Source: an optimization exercise on an open RTL-to-GDS flow (aim: small area, a short achievable clock period and few clock cycles per item). Production flows keep margins and buffers that such runs may drop. Function was checked by simulation only, so behaviour that the tests miss may differ from the original. Power is estimated from default activity; no workload was simulated.

== P ==
// picycle
module picycle (
    input  wire         clk,
    input  wire         rst,           
    input  wire [63:0]  cmd,
    input  wire         cmd_valid,
    output wire         cmd_ready,
    output wire [31:0]  pwm_pulse,
    output reg          pwm_write,
    output wire [191:0] led,
    output wire [31:0]  seq_pos,
    output wire         seq_valid,
    output wire         seq_done,
    output wire         seq_dir,
    output wire [31:0]  seq_cycles,
    output wire         status_ill
);
    localparam [21:0] PULSE_LOWER = 22'd500000;
    localparam [20:0] BLINK_U     = 21'd1000000;    
    localparam [21:0] BLINK_2U    = 22'd2000000;
    wire [7:0]  opc = cmd[63:56];
    wire [7:0]  fn  = cmd[55:48];
    wire [15:0] rsv = cmd[47:32];
    wire [31:0] imm = cmd[31:0];
    wire rsv_ok   = (rsv == 16'd0);
    wire fn_zero  = (fn == 8'd0);
    wire fn_hi0   = (fn[7:1] == 7'd0);
    wire imm_zero = (imm == 32'd0);
    wire is_nop     = rsv_ok && opc == 8'h00 && fn_zero && imm_zero;
    wire is_act_tgt = rsv_ok && opc == 8'h10 && fn_zero;
    wire is_act_adv = rsv_ok && opc == 8'h11 && fn_zero && imm_zero;
    wire is_seq_cfg = rsv_ok && opc == 8'h20 && fn[7:3] == 5'd0;
    wire is_seq_rst = rsv_ok && opc == 8'h21 && fn_hi0 && imm_zero;
    wire is_seq_adv = rsv_ok && opc == 8'h22 && fn_hi0 && imm_zero;
    wire is_dsp_col = rsv_ok && opc == 8'h30 && fn_zero;
    wire is_dsp_blk = rsv_ok && opc == 8'h31 && fn_hi0;
    wire is_dsp_rnd = rsv_ok && opc == 8'h32 && fn_zero;
    wire is_dsp_adv = rsv_ok && opc == 8'h33 && fn_zero;
    wire is_legal   = is_nop | is_act_tgt | is_act_adv | is_seq_cfg | is_seq_rst |
                      is_seq_adv | is_dsp_col | is_dsp_blk | is_dsp_rnd | is_dsp_adv;
    reg  busy;
    assign cmd_ready = ~busy;
    wire take = cmd_valid & ~busy;
    reg pend_act;           
    reg pend_seq;           
    reg pend_c;             
    reg pend_dsp;           
    reg ill;
    assign status_ill = ill;
    reg  [7:0]  ang;           
    reg         a2p_pend;      
    reg  [21:0] act_cur;
    reg  [20:0] act_x;         
  ...
export LEC_CHECK = 0
export CAP_MARGIN = 20
export CORE_MARGIN = 2
export CORE_UTILIZATION = 55
export SETUP_SLACK_MARGIN = 5
export SLEW_MARGIN = 20
create_clock -name core_clock -period 12.0 [get_ports {clk}]
standard.sh (not shown) runs the stock make flow with config.mk's settings and CLKGATE_MAP_FILE= SYNTH_SCRIPT=/design/flow/synth_recipe.tcl, a recipe that flattens the netlist after the stock synthesis.
==> flow/flow/run.sh <==
#!/bin/bash
# The standard layout, with timing repair aimed at a larger setup margin.
set -euo pipefail
bash standard.sh SETUP_SLACK_MARGIN=6 finish > standard_flow.log 2>&1
Testbench counts of P, summed over its fixed seeds: cycles 25,575, commands 24,000.
Relative to P, the following input files were edited for Q:
==> flow/flow/run.sh <==
#!/bin/bash
# The standard layout, with timing repair aimed at a larger setup margin.
set -euo pipefail
bash standard.sh SETUP_SLACK_MARGIN=7 finish > standard_flow.log 2>&1
Results
Q vs P, instance count: Q higher. Area taken by flip-flops and latches in Q is 0.48% above P. Row met3 usage: Q higher / P lower. Total power: Q vs P up 0.99 mW. Diff P -> Q: worst hold slack held; clock power lower.
The following lists how R was set up differently from Q:
# Q
export LEC_CHECK = 0
export CAP_MARGIN = 20
export CORE_MARGIN = 2
export CORE_UTILIZATION = 55
export SETUP_SLACK_MARGIN = 5
export SLEW_MARGIN = 20
create_clock -name core_clock -period 12.0 [get_ports {clk}]
# R
export LEC_CHECK = 0
export CAP_MARGIN = 20
export CORE_MARGIN = 2
export CORE_UTILIZATION = 60
export SETUP_SLACK_MARGIN = 5
export SLEW_MARGIN = 20
create_clock -name core_clock -period 12.0 [get_ports {clk}]
- [R] final worst-path cycle share rose 1.0 points relative to Q
- The lower final non-filler cell area came out of Q.
- Comparing Q and R, number of standard-cell rows in the floorplan is lower on R.
- Result: PASS for each of Q and R
- Comparing Q with R, the clock transition at the register clock pins on the worst setup and hold paths after CTS came out essentially unchanged.
- Higher filler-free cell count of the finished design among Q and R: Q
- Compare Q and R | total power of the final layout higher: R
- Side by side, placed instance count turned out lower in R than in Q.
### R -> S
# R
export LEC_CHECK = 0
export CAP_MARGIN = 20
export CORE_MARGIN = 2
export CORE_UTILIZATION = 60
export SETUP_SLACK_MARGIN = 5
export SLEW_MARGIN = 20
create_clock -name core_clock -period 12.0 [get_ports {clk}]
# S
export LEC_CHECK = 0
export CAP_MARGIN = 20
export CORE_MARGIN = 2
export CORE_UTILIZATION = 55
export SETUP_SLACK_MARGIN = 5
export SLEW_MARGIN = 20
create_clock -name core_clock -period 12.0 [get_ports {clk}]
==> flow/flow/run.sh <==
#!/bin/bash
# The standard layout, with timing repair aimed at a larger setup margin.
set -euo pipefail
bash standard.sh SETUP_SLACK_MARGIN=7.5 finish > standard_flow.log 2>&1
[summary]
Comparing S and R, post-synthesis to final-layout area growth is higher on S. Comparing S and R, the lower share of the final layout cell area in sequential cells is on S. S vs R, proportion of cell area spent on the clock network went down by 0.25 points. A capturing instance or port of the critical path of f_hl is what S shows, while f_ang[3] belongs to R. The internal power summed over all cells in S is 1.12 times that in R. Comparing S and R, the lower wire length of the first global-routing pass is on R. Between R and S, global-route track usage on met3 decreased. Relative to R, final RePlAce weighted congestion increased by 2.2% in S.

## what the ideal ports hide
The results above use ideal ports. As a check the final layouts listed here were re-extracted and re-timed, cells and wires unchanged. Step 1, drivers: a clkbuf_16 drives clk and a buf_2 each remaining input, both assumed. Step 2 also shifts input and output timing later by t, the mid clock arrival at the registers, as if the neighbouring blocks saw the same clock. Three values: no drivers, after step 1, after step 2; two values: the first two.
run | t (ns) | slack for setup (ns) | slew at the worst register clock pin (ns) | worst data-port slew with drivers (ns) | pins driven straight from the clock port
P | 0.719 | 6.044 / 6.044 / 5.506 | 0.07 / 0.07 | 0.05 | 1
Q | 0.736 | 6.812 / 6.812 / 6.327 | 0.07 / 0.07 | 0.04 | 1
R | 0.715 | 6.689 / 6.689 / 6.298 | 0.07 / 0.07 | 0.05 | 1
S | 0.748 | 6.820 / 6.820 / 6.573 | 0.08 / 0.08 | 0.08 | 1
After both steps every run listed still meets setup and hold. The setup slack of P, which loses most, moves by 0.000 ns with the drivers and by -0.538 ns with both steps.
